This is an optimization exercise on Yosys and OpenROAD, whose aim is small area, a short achievable clock period and few clock cycles, not a production implementation.
At most, simulation tests tie the RTL to the original design; equivalence was not proved.
Power is estimated from default activity; no workload was simulated.

== green ==
==> flow/design.v (excerpt) <==
module cmdproc (
    input  wire        clk,
    input  wire        rst,           
    input  wire        start,
    input  wire [63:0] start_base,
    input  wire [31:0] start_count,
    output wire        idle,
    output wire        done,
    output wire        faulted,
    output wire [2:0]  f_code,
    output wire        f_hdr_valid,
    output wire [63:0] f_hdr_addr,
    output wire [31:0] f_hdr_word,
    output wire        f_call_valid,
    output wire [13:0] f_method,
    output wire [2:0]  f_subch,
    output wire [1:0]  f_argi,
    output wire        f_value_valid,
    output wire [31:0] f_value,
    output wire        xl_req,
    output wire [63:0] xl_va,
    input  wire        xl_rsp,
    input  wire        xl_err,
    input  wire [63:0] xl_pa,
    output wire        rd_req,
    output wire [63:0] rd_addr,
    input  wire        rd_rsp,
    input  wire        rd_err,
    input  wire [31:0] rd_data,
    output wire        ev_valid,
    output wire [2:0]  ev_kind,
    output wire [13:0] ev_method,
    output wire [2:0]  ev_subch,
    output wire [31:0] ev_value,
    output wire [1:0]  ev_rem,
    output wire [1:0]  ev_len,
    output wire [31:0] ev_code0,
    output wire [31:0] ev_code1,
    output wire [31:0] ev_code2
);
    localparam [2:0] EV_SUBMIT = 3'd4;
    localparam [2:0] EV_DIAG   = 3'd5;
    localparam [2:0] F_UNKNOWN_MODE       = 3'd1;
    localparam [2:0] F_INCREASE_ONCE_ZERO = 3'd2;
    localparam [2:0] F_BIND_CONFLICT      = 3'd3;
    localparam [2:0] F_UNBOUND_SUBCHANNEL = 3'd4;
    localparam [2:0] F_UNKNOWN_ENGINE     = 3'd5;
    localparam [2:0] F_MACRO_NO_ENTRY     = 3'd6;
    localparam [2:0] F_PORT               = 3'd7;
    reg         st_idle;       
    reg         st_xl;         
    reg         st_hq;         
    reg         st_hw;         
    reg         st_aw;         
    reg         st_inl;        
    reg         st_rew;        
    reg         st_flt;        
    reg  [7:0]  bound;
    reg  [1:0]  cls [0:7];
    reg         mac_act;
    reg  [31:0] mac_entry;
    reg  [1:0]  mac_len;
    reg  [31:0] mac_code0;     
    reg  [31:0] mac_code1;
    reg  [63:0] cur;           
    reg  [2:0]  hmid;          
    reg         hcy;           
    reg  [31:0] rcnt;          
    reg         pos;           
    reg         ovf;           
  ...
For scale: about 1,800 cells after synthesis, about 300 flip-flops, roughly 640 I/O pins.
export LEC_CHECK = 0
export CAP_MARGIN = 20
export CORE_MARGIN = 2
export CORE_UTILIZATION = 40
export SETUP_SLACK_MARGIN = 5
export SLEW_MARGIN = 20
export TNS_END_PERCENT = 4
create_clock -name core_clock -period 8.0 [get_ports {clk}]
standard.sh (not shown) runs the stock make flow with config.mk's settings and CLKGATE_MAP_FILE= SYNTH_SCRIPT=/design/flow/synth_recipe.tcl, a recipe that flattens the netlist after the stock synthesis.
==> flow/flow/run.sh <==
#!/bin/bash
# Standard layout, with the port buffers made from the smallest buffer cell
# and a clock tree of small buffers without dummy loads.
set -e
export BUFFER_PORTS_ARGS="-buffer_cell sky130_fd_sc_hd__buf_1"
export CTS_ARGS="-sink_clustering_enable -repair_clock_nets -dont_use_dummy_load -buf_list sky130_fd_sc_hd__clkbuf_4"
bash standard.sh > standard.log 2>&1
green ran to completion and came out clean on the timing, DRC and antenna checks.
#### Input delta (red over green)
diff --git a/flow/design.v b/flow/design.v
--- a/flow/design.v
+++ b/flow/design.v
@@ -67,12 +67,13 @@
     reg         hcy;           
     reg  [31:0] rcnt;          
     reg         pos;           
     reg         ovf;           
     reg  [31:0] hdr;
     reg  [1:0]  argi;
+    reg  [13:0] cmeth;
     reg         cfault;        
     reg         cev;           
     reg  [2:0]  ckind;
     reg         clast;         
     reg  [2:0]  fcode;
     reg         fpa;           
@@ -92,18 +93,12 @@
     wire [2:0]  h_mode = hdr[31:29];
     wire [2:0]  h_sc   = hdr[15:13];
     wire [1:0]  h_n    = hdr[17:16];
     wire        h_inl  = (h_mode == 3'd5);
     wire [1:0]  crem   = h_inl ? 2'd0 : (h_n - argi - 2'd1);
     wire [31:0] inl32  = {21'd0, hdr[28:18]};
-    wire        h_inc  = (h_mode[2:1] == 2'b00);                   
-    wire        h_once = (h_mode == 3'd4);
-    wire [1:0]  koff   = h_inc ? argi : {1'b0, h_once & (argi != 2'd0)};
-    wire [1:0]  knxt   = h_inc ? argi + 2'd1 : {1'b0, h_once};
-    wire [13:0] cmeth  = {1'b0, hdr[12:0]} + {12'd0, koff};
-    wire [13:0] nmeth  = {1'b0, hdr[12:0]} + {12'd0, knxt};
     wire [2:0]  r_mode = rd_data[31:29];
     wire [1:0]  r_n    = rd_data[17:16];
     wire [2:0]  r_sc   = rd_data[15:13];
     wire        r_inl  = (r_mode == 3'd5);
     wire        r_nz   = rd_data[17] | rd_data[16];
     wire        r_bad  = r_mode[2] & r_mode[1];                     
@@ -126,12 +121,14 @@
     wire        last0 = r_inl | (r_n == 2'd1);
     wire [4:0]  oc0 = outcome({1'b0, rd_data[12:0]}, last0,
                               bound[r_sc], cls[r_sc], mac_act);
     wire        c_bind = (cmeth == 14'h00);
     wire        c_m47  = (cmeth == 14'h47);
     wire        c_m46  = (cmeth == 14'h46);
+    wire        inc    = (h_mode[2:1] == 2'b00) | ((h_mode == 3'd4) & (argi == 2'd0));
+    wire [13:0] nmeth  = cmeth + {13'd0, inc};
     wire        lastn  = (h_n == (argi + 2'd2));
     wire [4:0]  ocn = outcome(nmeth, lastn,
                               bound[h_sc] | c_bind, cls[h_sc], mac_act | c_m47);
     wire [2:0]  dcode = c_m46  ? F_MACRO_NO_ENTRY :
                         c_bind ? F_BIND_CONFLICT :
                         bound[h_sc] ? F_UNKNOWN_ENGINE : F_UNBOUND_SUBCHANNEL;
@@ -308,14 +305,16 @@
             hcy  <= hcy | mid_cy;
         {cfault, cev, ckind} <= n_oc;
         clast <= n_last;
         if (hw_in) begin
             hdr   <= rd_data;
             argi  <= 2'd0;
+            cmeth <= {1'b0, rd_data[12:0]};
         end else if (adv) begin
             argi  <= argi + 2'd1;
+            cmeth <= nmeth;
         end
         if (flt_port0 | flt_port1) begin
             fcode <= F_PORT;
             fpa   <= flt_port1;
         end else if (flt_mode)
             fcode <= F_UNKNOWN_MODE;
[summary]
- red vs green — global-route wire length before repair climbed by a few percent
- Of green and red, the run reporting the lower final hold slack was green.
- Status: met2 demand-to-capacity share in global routing parity (red, green)
- red against green: clock network power share barely changed, width of the die grew by about 1%.
- green reports its launch point of the worst path as argi[0]$_SDFFE_PP0P_ while red reports rd_data[16].
- Register area share after synthesis in red is 1.4 points above green.
- red: number of library cell types mapped by synthesis higher than green
- Post-route cell area, red vs green: up by a few percent
- Re setup slack: red is 470 ps up on green.
Testbench counts of red, summed over its fixed seeds: cycles 20,254.
Only the layout flow was run in green; the RTL was not checked for function there.

-- separate check: timing with driven ports --
The flow's constraints put no driver on any port. The routed layouts listed below were extracted and timed again, unchanged, in two steps. Step 1 sets driving cells, clkbuf_16 on the clock port and buf_2 on the other inputs (assumed; they add their load-dependent delay and slew). Step 2 adds t to the input delays and takes it off the output delays; t is the mean of the earliest and latest rising clock arrival at the registers after step 1. Input paths then give back, and output paths get back, about the clock's delay inside the block. Three values: ideal ports, drivers, drivers and shift; two values: the first two.
run	t (ns)	setup WS [ns]	clock arrival spread, ns	slew at the worst register clock pin (ns)	pins driven straight from the clock port
green	0.820	3.310 / 3.252 / 3.528	0.100 / 0.101	0.07 / 0.07	1
red	0.844	3.781 / 3.760 / 3.381	0.127 / 0.128	0.07 / 0.07	1
After both steps setup and hold are still met in every run listed. For red, which loses most, drivers alone change the setup slack by -0.021 ns; drivers and shift together by -0.400 ns.
